Source: an optimization exercise on an open RTL-to-GDS flow (aim: a short achievable clock period and few clock cycles). Production flows keep margins and buffers that such runs may drop. At most, simulation tests tie the RTL to the original design; equivalence was not proved. Function not checked in run 1: the RTL went through the layout flow alone. No activity file was given, so power comes from the tool's default toggle rates.

<file path="design/flow/design.v">
module cs213_frame_dp (
    input              clk,
    input              rst,
    input              start,
    output             start_ready,
    input      [15:0]  cfg_key,
    input              cfg_enc,
    input              cfg_comp,
    input              cfg_cks,
    input      [15:0]  cfg_sum,
    input      [15:0]  cfg_stored,
    input      [19:0]  cfg_orig,
    input      [127:0] cfg_dict,
    input              in_valid,
    input      [7:0]   in_data,
    output             in_ready,
    output             out_valid,
    output     [7:0]   out_data,
    input              out_ready,
    output             done,
    output     [2:0]   err,
    output     [15:0]  checksum,
    output     [19:0]  out_count
);
    localparam [2:0] E_OK        = 3'd0,
                     E_INTEGRITY = 3'd2,
                     E_SIZE      = 3'd3,
                     E_TRUNC     = 3'd6;
    localparam [7:0] SENTINEL = 8'h07;
    localparam FAW  = 4;                 
    localparam FD   = 1 << FAW;          
    localparam ROOM = FD - 3;            
    function [15:0] lfsr_step;
        input [15:0] s;
        begin
            lfsr_step = {s[0] ^ s[6] ^ s[9] ^ s[13], s[15:1]};
        end
    endfunction
    integer i;
    reg          start_ready_r;
    reg          a_act;        
    reg [15:0]   a_rem;        
    reg          in_ready_r;
    reg          a_comp, a_cks;
    reg [15:0]   a_sum;
    reg [19:0]   a_orig;
    reg [7:0]    a_dict [0:15];
    reg [15:0]   ks;           
    reg          phase;        
    reg [7:0]    pad;          
    reg          f0, f1, f2, f3;
    reg          f_sumbad, f_trunc, f_sizebad;
    reg          d_v;
    reg          d_last;
    reg [7:0]    d_db;
    reg          d_is07, d_is00, d_hinz;
    reg [7:0]    d_dict;
    reg          esc;          
    reg [7:0]    cs_lo, cs_hi;
    reg          cs_c;
    reg [3:0]    oc_lo;
    reg [15:0]   oc_hi;
    reg          oc_c;
    reg [11:0]   tf_mem [0:FD-1];
    reg [FAW-1:0] tf_wp, tf_rp;
    reg [FAW:0]  tf_cnt;
    reg          tf_empty;
    reg          tf_full;
    reg          room;               
    reg          r_full;
    reg [2:0]    r_err;
    reg [15:0]   r_csum;
    reg [19:0]   r_cnt;
    reg [2:0]    q_err;
    reg [15:0]   q_csum;
    reg [19:0]   q_cnt;
    wire accept   = start && start_ready_r;
    wire in_fire  = in_valid && in_ready_r;
    wire [15:0] cfg_ks  = cfg_enc ? lfsr_step(cfg_key) : 16'd0;
    wire [15:0] ks_next = lfsr_step(ks);
    wire [7:0] db = in_data ^ pad;
    reg        tok_w;
    reg [7:0]  tok_byte;
    reg [3:0]  tok_cnt;
    reg        esc_next;
    always @(*) begin
        tok_w    = 1'b0;
        tok_byte = d_db;
        tok_cnt  = 4'd1;
        esc_next = 1'b0;
        if (!a_comp) begin
            tok_w = 1'b1;
        end else if (!esc) begin
            if (d_is07)
                esc_next = 1'b1;
            else
                tok_w = 1'b1;
        end else begin
            if (d_is00) begin
                tok_w    = 1'b1;
                tok_byte = SENTINEL;
            end else if (d_hinz) begin
                tok_w    = 1'b1;
                tok_byte = d_dict;
                tok_cnt  = d_db[7:4];
            end
        end
    end
    reg          cur_v;
    reg          cur_eof;
    reg          cur_last;     
    reg [3:0]    cur_cnt;
    reg [7:0]    cur_byte;
    reg          o_v;
    reg          o_done;
    reg [7:0]    o_d;
    reg [7:0]    o_h;          
    wire fin_go    = f3 && !tf_full && (!r_full || o_done);
    wire tf_we     = (d_v && tok_w) || fin_go;
    wire [11:0] tf_wd = fin_go ? 12'd0 : {tok_cnt, tok_byte};
    wire o_busy    = o_v && !out_ready;
    wire prod_fire = cur_v && !o_busy;
    wire cur_free  = !cur_v || (!o_busy && cur_last);
    wire tf_re     = cur_free && !tf_empty;
    wire [11:0] tf_head = tf_mem[tf_rp];
    always @(posedge clk) begin
        if (rst) begin
            start_ready_r <= 1'b1;
            a_act      <= 1'b0;
            in_ready_r <= 1'b0;
            f0         <= 1'b0;
            f1         <= 1'b0;
            f2         <= 1'b0;
            f3         <= 1'b0;
            d_v        <= 1'b0;
            d_last     <= 1'b0;
            tf_wp      <= 0;
            tf_rp      <= 0;
            tf_cnt     <= 0;
            tf_empty   <= 1'b1;
            tf_full    <= 1'b0;
            room       <= 1'b1;
            r_full     <= 1'b0;
            cur_v      <= 1'b0;
            o_v        <= 1'b0;
            o_done     <= 1'b0;
        end else begin
            start_ready_r <= (start_ready_r && !start) || fin_go;
            if (accept)
                a_act <= 1'b1;
            else if (fin_go)
                a_act <= 1'b0;
            d_v    <= in_fire;
            d_last <= in_fire && (a_rem == 16'd1);
            f0 <= accept && (cfg_stored == 16'd0);
            f1 <= (d_v && d_last) || f0;
            f2 <= f1;
            if (f2)
                f3 <= 1'b1;
            else if (fin_go)
                f3 <= 1'b0;
            if (accept)
                in_ready_r <= (cfg_stored != 16'd0) && room;
            else if (in_fire)
                in_ready_r <= (a_rem != 16'd1) && room;
            else
                in_ready_r <= a_act && (a_rem != 16'd0) && room;
            if (tf_we)
                tf_wp <= tf_wp + 1'b1;
            if (tf_re)
                tf_rp <= tf_rp + 1'b1;
            if (tf_we && !tf_re) begin
                tf_cnt   <= tf_cnt + 1'b1;
                tf_empty <= 1'b0;
                tf_full  <= (tf_cnt == FD - 1);
                room     <= (tf_cnt <= ROOM - 1);
            end else if (!tf_we && tf_re) begin
                tf_cnt   <= tf_cnt - 1'b1;
                tf_empty <= (tf_cnt == 1);
                tf_full  <= 1'b0;
                room     <= (tf_cnt <= ROOM + 1);
            end
            if (fin_go)
                r_full <= 1'b1;
            else if (o_done)
                r_full <= 1'b0;
            if (cur_free)
                cur_v <= !tf_empty;
            o_v    <= o_busy || (cur_v && !cur_eof);
            o_done <= prod_fire && cur_eof;
        end
        if (start_ready_r) begin
            a_rem  <= cfg_stored;
            a_comp <= cfg_comp;
            a_cks  <= cfg_cks;
            a_sum  <= cfg_sum;
            a_orig <= cfg_orig;
            for (i = 0; i < 16; i = i + 1)
                a_dict[i] <= cfg_dict[8*i +: 8];
            ks     <= cfg_ks;
            pad    <= cfg_ks[7:0];
            phase  <= 1'b0;
            esc    <= 1'b0;
            cs_lo  <= 8'd0;
            cs_hi  <= 8'd0;
            cs_c   <= 1'b0;
            oc_lo  <= 4'd0;
            oc_hi  <= 16'd0;
            oc_c   <= 1'b0;
        end else begin
            if (in_fire) begin
                a_rem <= a_rem - 16'd1;
                phase <= !phase;
                if (phase) begin
                    ks  <= ks_next;
                    pad <= ks_next[7:0];
                end else begin
                    pad <= ks[15:8];
                end
                {cs_c, cs_lo} <= {1'b0, cs_lo} + {1'b0, in_data};
            end else begin
                cs_c <= 1'b0;
            end
            cs_hi <= cs_hi + {7'd0, cs_c};
            if (d_v) begin
                esc <= esc_next;
                {oc_c, oc_lo} <= {1'b0, oc_lo} + {1'b0, tok_w ? tok_cnt : 4'd0};
            end else begin
                oc_c <= 1'b0;
            end
            oc_hi <= oc_hi + {15'd0, oc_c};
        end
        d_db   <= db;
        d_is07 <= (db == SENTINEL);
        d_is00 <= (db == 8'h00);
        d_hinz <= (db[7:4] != 4'd0);
        d_dict <= a_dict[db[3:0]];
        f_sumbad  <= a_cks && ({cs_hi, cs_lo} != a_sum);
        f_trunc   <= a_comp && esc;
        f_sizebad <= ({oc_hi, oc_lo} != a_orig);
        if (tf_we)
            tf_mem[tf_wp] <= tf_wd;
        if (cur_free) begin
            {cur_cnt, cur_byte} <= tf_head;
            cur_eof  <= (tf_head[11:8] == 4'd0);
            cur_last <= (tf_head[11:9] == 3'd0);
        end else if (prod_fire) begin
            cur_cnt  <= cur_cnt - 4'd1;
            cur_last <= (cur_cnt == 4'd2);
        end
        o_d <= o_busy ? o_h : cur_byte;
        if (prod_fire)
            o_h <= cur_byte;
        if (fin_go) begin
            r_err  <= f_sumbad ? E_INTEGRITY : f_trunc ? E_TRUNC :
                      f_sizebad ? E_SIZE : E_OK;
            r_csum <= {cs_hi, cs_lo};
            r_cnt  <= {oc_hi, oc_lo};
        end
        q_err  <= r_err;
        q_csum <= r_csum;
        q_cnt  <= r_cnt;
    end
    assign start_ready = start_ready_r;
    assign in_ready    = in_ready_r;
    assign out_valid   = o_v;
    assign out_data    = o_d;
    assign done        = o_done;
    assign err         = q_err;
    assign checksum    = q_csum;
    assign out_count   = q_cnt;
endmodule
</file>
<file path="design/flow/run.sh">
#!/bin/bash
# synth_recipe.tcl (not shown) runs the flow's synth.tcl, then flattens the netlist and writes it again
# the make line also repeats each setting of config.mk as NAME=value (left out here)
make -C /OpenROAD-flow-scripts/flow DESIGN_CONFIG=/design/flow/config.mk WORK_HOME=/design/flow/orfs CLKGATE_MAP_FILE= SYNTH_SCRIPT=/design/flow/synth_recipe.tcl finish
</file>
<file path="design/flow/config.mk">
export PLATFORM = sky130hd
export DESIGN_NAME = cs213_frame_dp
export DESIGN_NICKNAME = cs213_frame_dp
export VERILOG_FILES = /design/flow/design.v
export SDC_FILE = /design/flow/constraint.sdc
export NUM_CORES = 4
export LEC_CHECK = 0
export ABC_CLOCK_PERIOD_IN_PS = 1800
export CAP_MARGIN = 20
export CORE_MARGIN = 2
export CORE_UTILIZATION = 40
export SETUP_SLACK_MARGIN = 3.2
export SLEW_MARGIN = 20
</file>
<file path="design/flow/constraint.sdc">
create_clock -name core_clock -period 5.0 [get_ports {clk}]
set_input_delay 1.0000 -clock core_clock [delete_from_list [all_inputs] [get_ports {clk}]]
set_output_delay 1.0000 -clock core_clock [all_outputs]
set_load 0.01 [all_outputs]
</file>
==> impl_metrics.sql, run 1 <==
INSERT INTO impl_metrics (metric_group, metric, value, unit) VALUES
('die', 'dieHeight', '244', 'um'),
('yosys', 'ys_top_cells_by_area', 'sky130_fd_sc_hd__edfxtp_1, sky130_fd_sc_hd__dfxtp_1, sky130_fd_sc_hd__mux4_2', ''),
('die', 'pin_count', '263', ''),
('place', 'place.gp.congestion', '0.866', ''),
('pwr', 'leakage', '11.0', 'nW'),
('sta', 'rsz0062_at_grt', 'true', ''),
('drt', 'drt_pre_antenna_iters', '6', ''),
('worst_setup_path', 'crit_slowest_cell', 'sky130_fd_sc_hd__edfxtp_1', ''),
('worst_setup_path', 'cp.required', '5510', 'ps'),
('sta', 'timing_hold_violations_final', '0', ''),
('yosys', 'synth.avg_cell_area', '15.2', 'um2'),
('worst_setup_path', 'cpPeakStageDelay', '550', 'ps'),
('clock_network', 'ctsHtreeMaxLevel', '2', ''),
('die', 'floorplan.die_area', '59700', 'um2'),
('yosys', 'synth_cells', '1522', ''),
('die', 'chipWidth', '244', 'um'),
('layout', 'n_antenna_cell', '0', ''),
('sta', 'timing.fmax', '0.427', 'GHz'),
('status', 'outcome', 'timing/DRC/antenna clean', ''),
('yosys', 'post_synth_edffs', '459', ''),
('die', 'number_of_rows_created_at_floorplan', '88', ''),
('pwr', 'worst_ir_drop_vdd', '0.286', 'mV'),
('layout', 'layout.area.seq', '16700', 'um2'),
('drt', 'post_drt_via_cell_ratio', '5.25', ''),
('yosys', 'yosys.area.top_type', 'sky130_fd_sc_hd__edfxtp_1', ''),
('drt', 'drtIter0Drc', '1446', ''),
('sta', 'maxSlewHeadroom', '0.599', ''),
('place', 'io_buffers', '262', ''),
('worst_setup_path', 'r2r_slack', '2660', 'ps'),
('drt', 'drt_drc_violations_left', '0', ''),
('sta', 'timing.setup.tns', '0', 'ps'),
('sta', 'worst_slew_pin_slew', '600', 'ps'),
('worst_setup_path', 'worstSetupEndpointType', 'flop', ''),
('yosys', 'synth.distinct_cells', '63', ''),
('global_route', 'first_global_vias', '14828', ''),
('min_path', 'hold_path.class', 'reg2reg', ''),
('sta', 'final-setup-viol-count', '0', ''),
('place', 'place.detailed.hpwl', '37100', 'um'),
('worst_setup_path', 'cp-start-kind', 'flop', ''),
('yosys', 'synth-async-reset-ratio', '0', ''),
('clock_network', 'tritoncts', 'built', ''),
('global_route', 'grt_antenna_before_repair', '5', ''),
('pwr', 'power_per_cell_area', '399', 'nW/um2'),
('global_route', 'globalRoute.totalOverflow', '0', ''),
('yosys', 'syn-cell-area', '23100', 'um2'),
('job', 'cap_violations', '0', ''),
('yosys', 'synth_flop_cell', 'sky130_fd_sc_hd__edfxtp_1', ''),
('worst_setup_path', 'critPathKind', 'reg2reg', ''),
('die', 'initial_core_util', '0.403', ''),
('clock_network', 'ctsRootBufferMaster', 'sky130_fd_sc_hd__clkbuf_16', ''),
('layout', 'ratio_of_cells_with_drive_above_1_in_the_final_layout', '0.292', ''),
('sta', 'fin_skew', '17.1', 'ps'),
('clock_network', 'cts_hold_buffers', '0', ''),
('sta', 'maxSlewViolCount', '0', ''),
('global_route', 'grt_start_max_net_pins', '81', ''),
('yosys', 'yosys.area.top_type_share', '0.596', ''),
('die', 'core-area', '57400', 'um2'),
('global_route', 'track_usage', '0.199', ''),
('drt', 'detailed_route_wl', '60400', 'um'),
('clock_network', 'clk_pin_slew_worst_paths', '60', 'ps'),
('sta', 'setup_slack_of_the_critical_path_after_layout', '2660', 'ps'),
('clock_network', 'clk_latency', '620', 'ps'),
('clock_network', 'clockBufferDepth', '3', ''),
('yosys', 'yosysWarningCount', '2', ''),
('worst_setup_path', 'largest_fanout_of_any_net_on_the_critical_path', '6', ''),
('worst_setup_path', 'critPathCapture', 'd_dict[6]', ''),
('clock_network', 'numClockSinks', '601', ''),
('sta', 'layout_worst_path_cycle_share', '0.469', ''),
('worst_setup_path', 'crit-reg2reg-capture', 'd_dict[6]', ''),
('global_route', 'grt_pass1_wl', '89500', 'um'),
('worst_setup_path', 'worstPathCellList', 'xnor2_4, buf_12, clkinvlp_4, buf_8, buf_6, nand3_1, a211oi_1, or4_1, o22a_1', '');
-- Yosys cell counts, types with 4 or more instances --
library cell / n
sky130_fd_sc_hd__edfxtp_1: 459
sky130_fd_sc_hd__dfxtp_1: 142
sky130_fd_sc_hd__nand2_1: 111
sky130_fd_sc_hd__nor2_1: 100
sky130_fd_sc_hd__o21ai_0: 65
sky130_fd_sc_hd__xnor2_1: 60
sky130_fd_sc_hd__a21oi_1: 59
sky130_fd_sc_hd__mux4_2: 59
sky130_fd_sc_hd__nand3_1: 56
sky130_fd_sc_hd__clkbuf_1: 40
sky130_fd_sc_hd__inv_1: 40
sky130_fd_sc_hd__xor2_1: 38
sky130_fd_sc_hd__ha_1: 32
sky130_fd_sc_hd__mux2i_1: 23
sky130_fd_sc_hd__nor3_1: 20
sky130_fd_sc_hd__nand2b_1: 17
sky130_fd_sc_hd__nand4_1: 17
sky130_fd_sc_hd__buf_2: 16
sky130_fd_sc_hd__or3_1: 12
sky130_fd_sc_hd__a22oi_1: 11
sky130_fd_sc_hd__nor4_1: 11
sky130_fd_sc_hd__nor2b_1: 10
sky130_fd_sc_hd__a221oi_1: 8
sky130_fd_sc_hd__and3_1: 8
sky130_fd_sc_hd__buf_1: 8
sky130_fd_sc_hd__or4_1: 8
sky130_fd_sc_hd__a21o_1: 6
sky130_fd_sc_hd__and2_1: 6
sky130_fd_sc_hd__nor3b_1: 6
sky130_fd_sc_hd__a31oi_1: 5
sky130_fd_sc_hd__a211oi_1: 4
sky130_fd_sc_hd__a311oi_1: 4
sky130_fd_sc_hd__mux2_2: 4
sky130_fd_sc_hd__o32ai_1: 4
-- report_power, final --
group          total [mW]  leakage (nW)  switching (mW)  internal, mW
registers            6.02          5.52           0.236          5.78
logic                2.11          4.52           0.986          1.12
clock network        4.48         0.951            1.89          2.59
total                12.6          11.0            3.11          9.50
-- cell usage in the layout (no fill, tap or decap), drive strengths merged, types with 61 or more instances in the layout --
| cell type | netlist | final |
|---|---|---|
| dfxtp | 142 | 142 |
| nor2 | 100 | 100 |
| nand2 | 111 | 111 |
| edfxtp | 459 | 459 |
| xnor2 | 61 | 61 |
| clkbuf | 40 | 83 |
| o21ai | 65 | 65 |
| clkdlybuf4s50 | 0 | 200 |
| buf | 25 | 207 |
-- registers in the layout (all words and copies together) (netlist names), 5 cells and up, named ones only --
signal    flops
a_sum        16
cs_hi         8
oc_hi        16
o_h           8
pad           8
q_cnt        20
r_cnt        20
cs_lo         8
q_csum       16
a_rem        16
a_orig       20
tf_cnt        5
ks           16
a_dict      128
tf_mem      192
o_d           8
r_csum       16
d_db          8
d_dict        8
cur_byte      8
-- kinds of logic (layout without fill, tap and decap cells) --
group | Yosys count | in the layout | synth area share
and+or+nand+nor | 387 | 390 | 0.0790
buffers and inverters | 108 | 583 | 0.0186
muxes | 86 | 86 | 0.0694
xor gates and xnor gates | 99 | 99 | 0.0378
AOI/OAI and AO/OA | 207 | 211 | 0.0570
adders and majority gates | 34 | 34 | 0.0190
DFF | 601 | 601 | 0.719
-- repair_timing --
item,in CTS,in global routing
gates resized for setup,431,91
pin swaps,60,37
gates cloned,19,5
setup endpoints to repair,780,470
setup buffers,114,23
-- critical path, delay by kind of cell (launching register included) --
family | cells | cell delay, ps
buf+inv | 4 | 600
xor+xnor | 1 | 260
compound gates | 2 | 250
simple gates | 2 | 560
flops | 1 | 550
-- layer usage --
metal	vias up	share of wire	GRT usage	routed length, um
li1	6638	-	-	-
met1	7139	0.40	0.247	24000
met2	581	0.50	0.348	30500
met3	166	0.057	0.0373	3420
met4	8	0.040	0.0719	2400
met5	-	0.00099	0	60
-- final cells by class --
class                      count  share of cell area
tap                          765              0.0303
clock inverter                32              0.0101
timing repair buffer         421               0.144
inverter                      43             0.00630
timing repair inverter         7             0.00166
multi-input combinational    820               0.226
clock buffer                  80              0.0525
sequential                   601               0.528
-- through the flow --
stage	instances	total power [mW]	hold slack (ps)	area [um2]	utilization
floorplan	1522	7.01	323	23600	-
global placement	2496	7.56	326	27000	0.470
detailed placement	2496	7.59	327	27000	0.470
CTS	2741	12.5	332	30900	0.539
global route	2769	13.1	343	31600	0.551
finish	2769	12.6	340	31600	0.551
-- how the worst min path moves through the flow --
stage	slack, ps	endpoint	depth (start not counted)	startpoint
floorplan	320	q_cnt[0]	0	r_cnt[0]
global placement	330	q_csum[9]	0	r_csum[9]
detailed placement	330	q_cnt[10]	0	r_cnt[10]
CTS	330	q_csum[5]	0	r_csum[5]
global route	340	q_csum[6]	0	r_csum[6]
finish	340	q_csum[10]	0	r_csum[10]
==> run 2, diff against run 1 <==
--- a/design/flow/design.v
+++ b/design/flow/design.v
@@ -54,6 +54,6 @@
     reg          d_last;
     reg [7:0]    d_db;
-    reg          d_is07, d_is00, d_hinz;
-    reg [7:0]    d_dict;
+    reg          d_is07, d_is00, d_hinz, d_hi1;
+    reg [15:0]   d_sel;        
     reg          esc;          
     reg [7:0]    cs_lo, cs_hi;
@@ -62,10 +62,10 @@
     reg [15:0]   oc_hi;
     reg          oc_c;
-    reg [11:0]   tf_mem [0:FD-1];
-    reg [FAW-1:0] tf_wp, tf_rp;
-    reg [FAW:0]  tf_cnt;
-    reg          tf_empty;
-    reg          tf_full;
-    reg          room;               
+    reg [13:0]   tf_mem [0:FD-1];
+    reg [FD-1:0] tf_wp, tf_rp;
+    reg [FD-1:0] tf_occ;
+    wire         tf_empty = !tf_occ[0];
+    wire         tf_full  = tf_occ[FD-1];
+    wire         room     = !tf_occ[ROOM];
     reg          r_full;
     reg [2:0]    r_err;
@@ -75,10 +75,17 @@
     reg [15:0]   q_csum;
     reg [19:0]   q_cnt;
-    wire accept   = start && start_ready_r;
+    wire accept   = start && !a_act;
     wire in_fire  = in_valid && in_ready_r;
     wire [15:0] cfg_ks  = cfg_enc ? lfsr_step(cfg_key) : 16'd0;
     wire [15:0] ks_next = lfsr_step(ks);
     wire [7:0] db = in_data ^ pad;
+    reg [7:0]  d_dict;
+    always @(*) begin
+        d_dict = 8'd0;
+        for (i = 0; i < 16; i = i + 1)
+            d_dict = d_dict | (a_dict[i] & {8{d_sel[i]}});
+    end
     reg        tok_w;
+    reg        tok_one;
     reg [7:0]  tok_byte;
     reg [3:0]  tok_cnt;
@@ -86,4 +93,5 @@
     always @(*) begin
         tok_w    = 1'b0;
+        tok_one  = 1'b1;
         tok_byte = d_db;
         tok_cnt  = 4'd1;
@@ -102,4 +110,5 @@
             end else if (d_hinz) begin
                 tok_w    = 1'b1;
+                tok_one  = d_hi1;
                 tok_byte = d_dict;
                 tok_cnt  = d_db[7:4];
@@ -118,10 +127,15 @@
     wire fin_go    = f3 && !tf_full && (!r_full || o_done);
     wire tf_we     = (d_v && tok_w) || fin_go;
-    wire [11:0] tf_wd = fin_go ? 12'd0 : {tok_cnt, tok_byte};
+    wire [13:0] tf_wd = fin_go ? 14'h3000 : {1'b0, tok_one, tok_cnt, tok_byte};
     wire o_busy    = o_v && !out_ready;
     wire prod_fire = cur_v && !o_busy;
     wire cur_free  = !cur_v || (!o_busy && cur_last);
     wire tf_re     = cur_free && !tf_empty;
-    wire [11:0] tf_head = tf_mem[tf_rp];
+    reg  [13:0] tf_head;
+    always @(*) begin
+        tf_head = 14'd0;
+        for (i = 0; i < FD; i = i + 1)
+            tf_head = tf_head | (tf_mem[i] & {14{tf_rp[i]}});
+    end
     always @(posedge clk) begin
         if (rst) begin
@@ -135,10 +149,7 @@
             d_v        <= 1'b0;
             d_last     <= 1'b0;
-            tf_wp      <= 0;
-            tf_rp      <= 0;
-            tf_cnt     <= 0;
-            tf_empty   <= 1'b1;
-            tf_full    <= 1'b0;
-            room       <= 1'b1;
+            tf_wp      <= 1;
+            tf_rp      <= 1;
+            tf_occ     <= 0;
             r_full     <= 1'b0;
             cur_v      <= 1'b0;
@@ -147,8 +158,5 @@
         end else begin
             start_ready_r <= (start_ready_r && !start) || fin_go;
-            if (accept)
-                a_act <= 1'b1;
-            else if (fin_go)
-                a_act <= 1'b0;
+            a_act         <= (a_act || start) && !fin_go;
             d_v    <= in_fire;
             d_last <= in_fire && (a_rem == 16'd1);
@@ -167,18 +175,11 @@
                 in_ready_r <= a_act && (a_rem != 16'd0) && room;
             if (tf_we)
-                tf_wp <= tf_wp + 1'b1;
+                tf_wp <= {tf_wp[FD-2:0], tf_wp[FD-1]};
             if (tf_re)
-                tf_rp <= tf_rp + 1'b1;
-            if (tf_we && !tf_re) begin
-                tf_cnt   <= tf_cnt + 1'b1;
-                tf_empty <= 1'b0;
-                tf_full  <= (tf_cnt == FD - 1);
-                room     <= (tf_cnt <= ROOM - 1);
-            end else if (!tf_we && tf_re) begin
-                tf_cnt   <= tf_cnt - 1'b1;
-                tf_empty <= (tf_cnt == 1);
-                tf_full  <= 1'b0;
-                room     <= (tf_cnt <= ROOM + 1);
-            end
+                tf_rp <= {tf_rp[FD-2:0], tf_rp[FD-1]};
+            if (tf_we && !tf_re)
+                tf_occ <= {tf_occ[FD-2:0], 1'b1};
+            else if (!tf_we && tf_re)
+                tf_occ <= {1'b0, tf_occ[FD-1:1]};
             if (fin_go)
                 r_full <= 1'b1;
@@ -190,5 +191,5 @@
             o_done <= prod_fire && cur_eof;
         end
-        if (start_ready_r) begin
+        if (!a_act) begin
             a_rem  <= cfg_stored;
             a_comp <= cfg_comp;
@@ -235,15 +236,15 @@
         d_is00 <= (db == 8'h00);
         d_hinz <= (db[7:4] != 4'd0);
-        d_dict <= a_dict[db[3:0]];
+        d_hi1  <= (db[7:4] == 4'd1);
+        for (i = 0; i < 16; i = i + 1)
+            d_sel[i] <= (db[3:0] == i);
         f_sumbad  <= a_cks && ({cs_hi, cs_lo} != a_sum);
         f_trunc   <= a_comp && esc;
         f_sizebad <= ({oc_hi, oc_lo} != a_orig);
-        if (tf_we)
-            tf_mem[tf_wp] <= tf_wd;
-        if (cur_free) begin
-            {cur_cnt, cur_byte} <= tf_head;
-            cur_eof  <= (tf_head[11:8] == 4'd0);
-            cur_last <= (tf_head[11:9] == 3'd0);
-        end else if (prod_fire) begin
+        for (i = 0; i < FD; i = i + 1)
+            if (tf_we && tf_wp[i])
+                tf_mem[i] <= tf_wd;
+        if (cur_free)
+            {cur_eof, cur_last, cur_cnt, cur_byte} <= tf_head; else if (prod_fire) begin
             cur_cnt  <= cur_cnt - 4'd1;
             cur_last <= (cur_cnt == 4'd2);
--- a/design/flow/config.mk
+++ b/design/flow/config.mk
@@ -6,8 +6,8 @@
 export NUM_CORES = 4
 export LEC_CHECK = 0
-export ABC_CLOCK_PERIOD_IN_PS = 1800
+export ABC_CLOCK_PERIOD_IN_PS = 1300
 export CAP_MARGIN = 20
 export CORE_MARGIN = 2
 export CORE_UTILIZATION = 40
-export SETUP_SLACK_MARGIN = 3.2
+export SETUP_SLACK_MARGIN = 3.3
 export SLEW_MARGIN = 20
==> impl_metrics.sql, run 2 <==
INSERT INTO impl_metrics (metric_group, metric, value, unit) VALUES
('status', 'outcome', 'timing/DRC/antenna clean', ''),
('place', 'place.detailed.hpwl', '38600', 'um'),
('yosys', 'yosys.area.top_type', 'sky130_fd_sc_hd__edfxtp_1', ''),
('yosys', 'share_of_the_yosys_chip_area_belonging_to_registers', '0.748', ''),
('worst_setup_path', 'cp.required', '5300', 'ps'),
('die', 'initial_core_util', '0.405', ''),
('sta', 'shortest_period_the_worst_path_allows', '2110', 'ps'),
('place', 'io_buffers', '262', ''),
('sta', 'maxSlewHeadroom', '0.562', ''),
('die', 'core-area', '60500', 'um2'),
('min_path', 'min_path_cells', '0', ''),
('sta', 'layout_worst_path_cycle_share', '0.423', ''),
('clock_network', 'clk_latency', '610', 'ps'),
('yosys', 'post_synth_edffs', '491', ''),
('sta', 'rsz0062_at_grt', 'true', ''),
('die', 'pin_count', '263', ''),
('pwr', 'power_per_cell_area', '386', 'nW/um2'),
('worst_setup_path', 'largest_fanout_of_any_net_on_the_critical_path', '8', ''),
('pwr', 'worst_ir_drop_vdd', '0.259', 'mV'),
('pwr', 'power.share.combinational', '0.103', ''),
('pwr', 'power.share.sequential', '0.507', ''),
('min_path', 'hold_path.class', 'reg2reg', ''),
('worst_setup_path', 'worst_ep_arrival_time', '2420', 'ps'),
('clock_network', 'ctsRootBufferMaster', 'sky130_fd_sc_hd__clkbuf_16', ''),
('worst_setup_path', 'timing.reg2reg.worst_path_depth', '12', ''),
('pwr', 'power_switching_share', '0.231', ''),
('yosys', 'yosysWarningCount', '3', ''),
('yosys', 'ys_top_cells_by_area', 'sky130_fd_sc_hd__edfxtp_1, sky130_fd_sc_hd__dfxtp_1, sky130_fd_sc_hd__a22o_1', ''),
('yosys', 'yosys-top-cells-count', 'sky130_fd_sc_hd__edfxtp_1, sky130_fd_sc_hd__dfxtp_1, sky130_fd_sc_hd__nor2_1', ''),
('sta', 'timing.setup.tns', '0', 'ps'),
('worst_setup_path', 'path_common_cell', 'sky130_fd_sc_hd__buf_12', ''),
('global_route', 'grt_pass1_wl', '96100', 'um'),
('worst_setup_path', 'crit_slowest_cell', 'sky130_fd_sc_hd__dfxtp_4', ''),
('die', 'floorplan.die_area', '63300', 'um2'),
('drt', 'wl_per_cell', '22.4', 'um'),
('drt', 'drt_drc_violations_left', '0', ''),
('layout', 'layout.core_utilization', '0.548', ''),
('layout', 'max_ffs_per_register', '224', ''),
('layout', 'regMostFlops', 'tf_mem', ''),
('yosys', 'synth.distinct_cells', '59', ''),
('drt', 'detailroute.via_count', '15472', ''),
('die', 'chipWidth', '252', 'um'),
('worst_setup_path', 'r2r_start', 'o_done', ''),
('layout', 'reg.largest.list', 'tf_mem (224), a_dict (128)', ''),
('clock_network', 'clockBufferDepth', '3', ''),
('sta', 'maxSlewViolCount', '0', ''),
('sta', 'worst_slew_pin_slew', '657', 'ps'),
('sta', 'fin_skew', '22.6', 'ps'),
('yosys', 'synth_cells', '1648', ''),
('layout', 'syn2layout_area_growth', '35.3', '%'),
('min_path', 'min-delay-start', 'r_err[2]', ''),
('worst_setup_path', 'cp-start-kind', 'flop', ''),
('global_route', 'first_global_vias', '15651', ''),
('global_route', 'grt_antenna_before_repair', '0', ''),
('pwr', 'totalPowerFinal', '12.8', 'mW'),
('worst_setup_path', 'worstSetupEndpointType', 'flop', ''),
('layout', 'leading_cell_type_in_the_layout_fill_and_taps_excluded', 'sky130_fd_sc_hd__edfxtp_1', ''),
('global_route', 'globalRoute.totalOverflow', '0', ''),
('yosys', 'ys_seq_elements', '670', ''),
('sta', 'final-setup-viol-count', '0', ''),
('worst_setup_path', 'crit-reg2reg-capture', 'tf_mem[13][4]', ''),
('pwr', 'switchingPower', '2.95', 'mW'),
('yosys', 'number_of_nets_produced_by_synthesis', '1883', ''),
('layout', 'layout.nets', '2291', ''),
('clock_network', 'tritoncts', 'built', ''),
('worst_setup_path', 'worstPathCellList', 'buf_12, nand2b_4, nand2b_4, inv_16, a21oi_4, buf_6, buf_6, buf_6, buf_12, buf_12, nor2b_4, buf_12', ''),
('min_path', 'hold_end', 'q_err[2]', ''),
('yosys', 'yosys.area.top_type_share', '0.602', ''),
('pwr', 'leakage', '11.6', 'nW'),
('die', 'dieHeight', '252', 'um'),
('layout', 'commonest_cells_after_routing_fill_and_taps_aside', 'sky130_fd_sc_hd__edfxtp_1, sky130_fd_sc_hd__clkdlybuf4s50_1, sky130_fd_sc_hd__nor2_1', ''),
('yosys', 'synth-async-reset-ratio', '0', ''),
('pwr', 'p_int', '9.84', 'mW'),
('yosys', 'syn-cell-area', '24500', 'um2'),
('clock_network', 'ctsHtreeMaxLevel', '3', ''),
('sta', 'timing.fmax', '0.473', 'GHz'),
('yosys', 'synth_flop_cell', 'sky130_fd_sc_hd__edfxtp_1', ''),
('drt', 'drt.antenna.violating_nets', '0', ''),
('layout', 'n_antenna_cell', '0', ''),
('global_route', 'track_usage', '0.202', ''),
('worst_setup_path', 'critPathKind', 'reg2reg', ''),
('global_route', 'grt_start_max_net_pins', '109', ''),
('die', 'number_of_rows_created_at_floorplan', '90', ''),
('drt', 'drtIter0Drc', '1208', ''),
('place', 'place.gp.congestion', '0.815', ''),
('clock_network', 'numCtsBuffers', '71', ''),
('drt', 'detailed_route_wl', '64700', 'um'),
('pwr', 'clockPowerShare', '0.390', ''),
('drt', 'post_drt_via_cell_ratio', '5.35', ''),
('yosys', 'post-synth-top-count-cell', 'sky130_fd_sc_hd__edfxtp_1', ''),
('job', 'cap_violations', '0', ''),
('yosys', 'synth.avg_cell_area', '14.9', 'um2'),
('clock_network', 'numClockSinks', '670', ''),
('sta', 'timing_hold_violations_final', '0', ''),
('worst_setup_path', 'cpPeakStageDelay', '360', 'ps'),
('drt', 'drt_pre_antenna_iters', '5', ''),
('layout', 'ratio_of_cells_with_drive_above_1_in_the_final_layout', '0.262', ''),
('worst_setup_path', 'r2r_slack', '2890', 'ps'),
('clock_network', 'clk_pin_slew_worst_paths', '60', 'ps');
run 2: power groups by stage:
stage	Combinational [mW]	Sequential (mW)	Clock (mW)
3_3_place_gp	0.902	6.60	0
2_1_floorplan	0.570	6.49	0
6_report	1.32	6.49	4.98
3_5_place_dp	0.917	6.61	0
4_1_cts	1.23	6.48	5.07
5_1_grt	1.42	6.51	5.30
run 2: area by class of cell:
class	count	area, um2
Multi-Input combinational cell	863	6730
Timing Repair Buffer	424	4620
Clock buffer	98	1970
Timing Repair inverter	2	17.5
Fill cell	4732	27300
Clock inverter	29	211
Sequential cell	670	18500
Inverter	24	136
Tap cell	782	978
run 2: layer usage:
metal,share of wire,up-vias,GRT usage
li1,-,7098,-
met1,0.41,7808,0.262
met2,0.51,482,0.350
met3,0.055,84,0.0330
met4,0.020,0,0.0595
met5,0,-,0
run 2: critical path, delay by kind of cell (launching register included):
family / cells / cell delay [ps]
buf+inv: 8 / 980
simple gates: 3 / 410
flops: 1 / 360
compound gates: 1 / 50
run 2: worst max-delay path by stage:
stage	end	from	slack, ps	depth (start not counted)
floorplan	tf_occ[12]	out_ready	2480	13
global placement	tf_occ[5]	out_ready	1290	10
detailed placement	tf_occ[1]	out_ready	1190	10
CTS	in_ready	in_ready_r	2900	1
global route	tf_occ[1]	o_done	2840	13
finish	tf_mem[13][4]	o_done	2890	12
run 2: repair_timing:
| item | in CTS | in global routing |
|---|---|---|
| buffers inserted | 118 | 25 |
| gates resized for setup | 474 | 101 |
| cloned | 13 | 1 |
| pin swaps | 59 | 44 |
| hold buffers | 0 | 0 |
| setup endpoints to repair | 762 | 541 |
| endpoints found under the hold margin | 0 | 0 |
run 2: per-stage QoR:
step	hold slack [ps]	worst slack (ps)	instances	cell area, um2
after floorplan	323	2480	1648	25100
after global placement	325	1290	2608	28200
after detailed placement	327	1190	2608	28200
after CTS	337	2900	2866	32500
after global routing	351	2840	2892	33100
final	339	2890	2892	33100
run 2: kinds of logic after synthesis:
kind of cell,count (synthesis),synth area share
compound gates,327,0.0961
xor+xnor,85,0.0304
fa+ha+maj,23,0.0124
buf+inv,116,0.0182
flops,670,0.748
mux,50,0.0209
simple gates,377,0.0741
Testbench counts of run 2, summed over its fixed seeds: cycles 37,093.
==> run 3, diff against run 2 <==
--- a/design/flow/config.mk
+++ b/design/flow/config.mk
@@ -6,8 +6,8 @@
 export NUM_CORES = 4
 export LEC_CHECK = 0
-export ABC_CLOCK_PERIOD_IN_PS = 1300
+export ABC_CLOCK_PERIOD_IN_PS = 1800
 export CAP_MARGIN = 20
 export CORE_MARGIN = 2
 export CORE_UTILIZATION = 40
-export SETUP_SLACK_MARGIN = 3.3
+export SETUP_SLACK_MARGIN = 3.2
 export SLEW_MARGIN = 20
==> impl_metrics.sql, run 3 <==
INSERT INTO impl_metrics (metric_group, metric, value, unit) VALUES
('clock_network', 'clk_latency', '610', 'ps'),
('die', 'number_of_rows_created_at_floorplan', '90', ''),
('global_route', 'use_met2', '0.341', ''),
('global_route', 'grt_pass1_wl', '94400', 'um'),
('layout', 'syn2layout_area_growth', '33.8', '%'),
('clock_network', 'tritoncts', 'built', ''),
('global_route', 'track_usage', '0.200', ''),
('die', 'floorplan.die_area', '63300', 'um2'),
('pwr', 'p_int', '10.1', 'mW'),
('yosys', 'post-synth-top-count-cell', 'sky130_fd_sc_hd__edfxtp_1', ''),
('die', 'dieHeight', '252', 'um'),
('place', 'place.detailed.hpwl', '38500', 'um'),
('sta', 'shortest_period_the_worst_path_allows', '2080', 'ps'),
('status', 'outcome', 'timing/DRC/antenna clean', ''),
('place', 'place.gp.congestion', '0.794', ''),
('sta', 'hold_slack_final', '340', 'ps'),
('layout', 'commonest_cells_after_routing_fill_and_taps_aside', 'sky130_fd_sc_hd__edfxtp_1, sky130_fd_sc_hd__clkdlybuf4s50_1, sky130_fd_sc_hd__nor2_1', ''),
('drt', 'post_drt_via_cell_ratio', '5.33', ''),
('yosys', 'synth_flop_cell', 'sky130_fd_sc_hd__edfxtp_1', ''),
('layout', 'n_antenna_cell', '0', ''),
('sta', 'fin_skew', '19.6', 'ps'),
('drt', 'drt.antenna.violating_nets', '0', ''),
('min_path', 'min-delay-start', 'r_cnt[3]', ''),
('pwr', 'power_switching_share', '0.228', ''),
('die', 'chipWidth', '252', 'um'),
('drt', 'drtIter0Drc', '1043', ''),
('yosys', 'synth_cells', '1648', ''),
('global_route', 'global_route.usage.met3', '0.0377', ''),
('min_path', 'hold_path.class', 'reg2reg', ''),
('worst_setup_path', 'crit_path_start', 'in_ready_r', ''),
('global_route', 'globalRoute.totalOverflow', '0', ''),
('layout', 'leading_cell_type_in_the_layout_fill_and_taps_excluded', 'sky130_fd_sc_hd__edfxtp_1', ''),
('job', 'cap_violations', '0', ''),
('global_route', 'gr-max-usage-layer', 'met2', ''),
('pwr', 'clockPowerShare', '0.410', ''),
('drt', 'drt_drc_violations_left', '0', ''),
('yosys', 'syn-cell-area', '24500', 'um2'),
('global_route', 'grt_util_met1', '0.257', ''),
('yosys', 'synth.avg_cell_area', '14.9', 'um2'),
('layout', 'reg.largest.list', 'tf_mem (224), a_dict (128)', ''),
('yosys', 'yosys-top-cells-count', 'sky130_fd_sc_hd__edfxtp_1, sky130_fd_sc_hd__dfxtp_1, sky130_fd_sc_hd__nor2_1', ''),
('yosys', 'share_of_the_yosys_chip_area_belonging_to_registers', '0.748', ''),
('sta', 'timing.setup.tns', '0', 'ps'),
('drt', 'detailed_route_wl', '63900', 'um'),
('global_route', 'grt_start_max_net_pins', '88', ''),
('clock_network', 'numCtsBuffers', '71', ''),
('place', 'setup_slack_after_placement', '1190', 'ps'),
('global_route', 'grt_antenna_before_repair', '2', ''),
('sta', 'timing_hold_violations_final', '0', ''),
('yosys', 'yosys.area.top_type', 'sky130_fd_sc_hd__edfxtp_1', ''),
('clock_network', 'ctsRootBufferMaster', 'sky130_fd_sc_hd__clkbuf_16', ''),
('sta', 'layout_worst_path_cycle_share', '0.416', ''),
('drt', 'drt_pre_antenna_iters', '5', ''),
('sta', 'maxSlewHeadroom', '0.358', ''),
('worst_setup_path', 'cp-start-kind', 'flop', ''),
('die', 'initial_core_util', '0.405', ''),
('clock_network', 'ctsHtreeMaxLevel', '3', ''),
('drt', 'wl_per_cell', '22.4', 'um'),
('clock_network', 'clk_pin_slew_worst_paths', '60', 'ps'),
('yosys', 'ys_top_cells_by_area', 'sky130_fd_sc_hd__edfxtp_1, sky130_fd_sc_hd__dfxtp_1, sky130_fd_sc_hd__a22o_1', ''),
('pwr', 'worst_ir_drop_vdd', '0.330', 'mV'),
('worst_setup_path', 'cpPeakStageDelay', '360', 'ps'),
('worst_setup_path', 'worstSetupEndpointType', 'output pin', ''),
('yosys', 'yosys.area.top_type_share', '0.602', ''),
('worst_setup_path', 'largest_fanout_of_any_net_on_the_critical_path', '2', ''),
('pwr', 'power_per_cell_area', '400', 'nW/um2'),
('clock_network', 'clockBufferDepth', '3', ''),
('die', 'core-area', '60500', 'um2'),
('sta', 'rsz0062_at_grt', 'true', ''),
('worst_setup_path', 'r2r_start', 'o_done', ''),
('worst_setup_path', 'crit_slowest_cell', 'sky130_fd_sc_hd__dfxtp_4', ''),
('yosys', 'post_synth_edffs', '491', ''),
('yosys', 'synth-async-reset-ratio', '0', ''),
('yosys', 'ys_seq_elements', '670', ''),
('pwr', 'power.share.combinational', '0.094', ''),
('drt', 'detailroute.via_count', '15225', ''),
('pwr', 'leakage', '11.4', 'nW'),
('worst_setup_path', 'critPathKind', 'reg2out', ''),
('sta', 'worst_slew_pin_slew', '963', 'ps'),
('sta', 'maxSlewViolCount', '0', ''),
('layout', 'ratio_of_cells_with_drive_above_1_in_the_final_layout', '0.238', ''),
('yosys', 'yosysWarningCount', '3', ''),
('die', 'pin_count', '263', ''),
('worst_setup_path', 'worst_ep_arrival_time', '1080', 'ps'),
('layout', 'layout.nets', '2251', ''),
('pwr', 'power.share.sequential', '0.496', ''),
('yosys', 'number_of_nets_produced_by_synthesis', '1883', ''),
('worst_setup_path', 'worstPathCellList', 'buf_6', ''),
('layout', 'regMostFlops', 'tf_mem', ''),
('sta', 'timing.fmax', '0.481', 'GHz'),
('sta', 'setup_slack_of_the_critical_path_after_layout', '2920', 'ps'),
('pwr', 'totalPowerFinal', '13.1', 'mW'),
('yosys', 'synth.distinct_cells', '59', ''),
('global_route', 'first_global_vias', '15351', ''),
('clock_network', 'numClockSinks', '670', ''),
('clock_network', 'cts_hold_buffers', '0', ''),
('worst_setup_path', 'cp_top_family', 'flip-flops', ''),
('layout', 'max_ffs_per_register', '224', ''),
('pwr', 'switchingPower', '2.99', 'mW'),
('place', 'io_buffers', '262', ''),
('worst_setup_path', 'cp_num_buf_inv', '1', ''),
('layout', 'layout.core_utilization', '0.542', ''),
('sta', 'final-setup-viol-count', '0', ''),
('worst_setup_path', 'cp.required', '4000', 'ps');
run 3: cell count changes in the layout (fill, tap and decap cells not counted), sizes merged:
cell	previous run	this run
buf	217	177
clkbuf	100	89
clkinv	19	28
bufinv	2	9
clkdlybuf4s50	197	200
inv	31	28
clkinvlp	3	5
dlygate4sd2	4	2
bufbuf	0	1
dlymetal6s2s	2	1
nand2	85	84
run 3: routing by layer:
metal  part of all wire  up-vias
met5            0.00036        -
met4              0.022        4
met3              0.070       96
met2               0.50      544
met1               0.40     7562
li1                   -     7019
run 3: final cells by class:
| cell class | instances | area, um2 |
|---|---|---|
| clock buffer | 87 | 1900 |
| tap | 782 | 978 |
| clock inverter | 44 | 492 |
| inverter | 24 | 126 |
| multi-input combinational | 862 | 6550 |
| timing repair inverter | 2 | 17.5 |
| timing repair buffer | 385 | 4280 |
| fill | 4761 | 27700 |
| sequential | 670 | 18400 |
run 3: per-stage QoR:
stage          instances  instance area (um2)
3_5_place_dp        2606                28200
5_1_grt             2856                32800
3_3_place_gp        2606                28200
4_1_cts             2842                32300
2_1_floorplan       1648                25000
6_report            2856                32800
run 3: power by group through the flow:
stage	sequential [mW]	combinational [mW]	clock (mW)
after CTS	6.49	1.17	5.47
final	6.49	1.23	5.37
after detailed placement	6.61	0.912	0
after floorplan	6.49	0.563	0
after global routing	6.52	1.33	5.71
after global placement	6.61	0.894	0
run 3: cells by family after synthesis:
kind of cell | Yosys count | share of synthesized area
AND/OR/NAND/NOR | 377 | 0.0741
adder cells (fa/ha/maj) | 23 | 0.0124
AO/OA/AOI/OAI | 327 | 0.0961
XOR/XNOR | 85 | 0.0304
flip-flops | 670 | 0.748
buffers and inverters | 116 | 0.0182
multiplexers | 50 | 0.0209
run 3: repair_timing:
item	CTS	global route
setup buffers	91	14
gates cloned	14	0
pin swaps	36	41
resized for setup	420	94
endpoints found under the setup margin	769	596
run 3: final timing paths:
path	to	slack (ps)	cells after the start
max reg2reg	tf_mem[14][2]	2920	12
min reg2reg	q_cnt[3]	340	0
max	in_ready	2920	1
min	q_cnt[3]	340	0

==> afterwards: timing with drivers on the ports <==
Ports are ideal in the flow. The routed layouts listed here were re-timed in OpenROAD.
Step 1: set_driving_cell puts a clkbuf_16 on clk and a buf_2 on each other input, an assumption about the parent block.
Step 2, shift: input delay + t, output delay - t, t = (earliest + latest rising clock arrival at the registers) / 2. This alone moves slack from input paths to output paths.
Three values: ideal, step 1, step 2; two values: the first two.
run	shift t [ns]	slack for setup (ns)	worst setup path at the end
run 1	0.671	2.657 / 2.657 / 2.119	input to register
run 2	0.656	2.885 / 2.861 / 2.362	input to register
run 3	0.659	2.920 / 2.861 / 2.384	input to register
After both steps setup and hold are still met in every run listed. For run 1, which loses most, drivers alone change the setup slack by 0.000 ns; drivers and shift together by -0.538 ns.
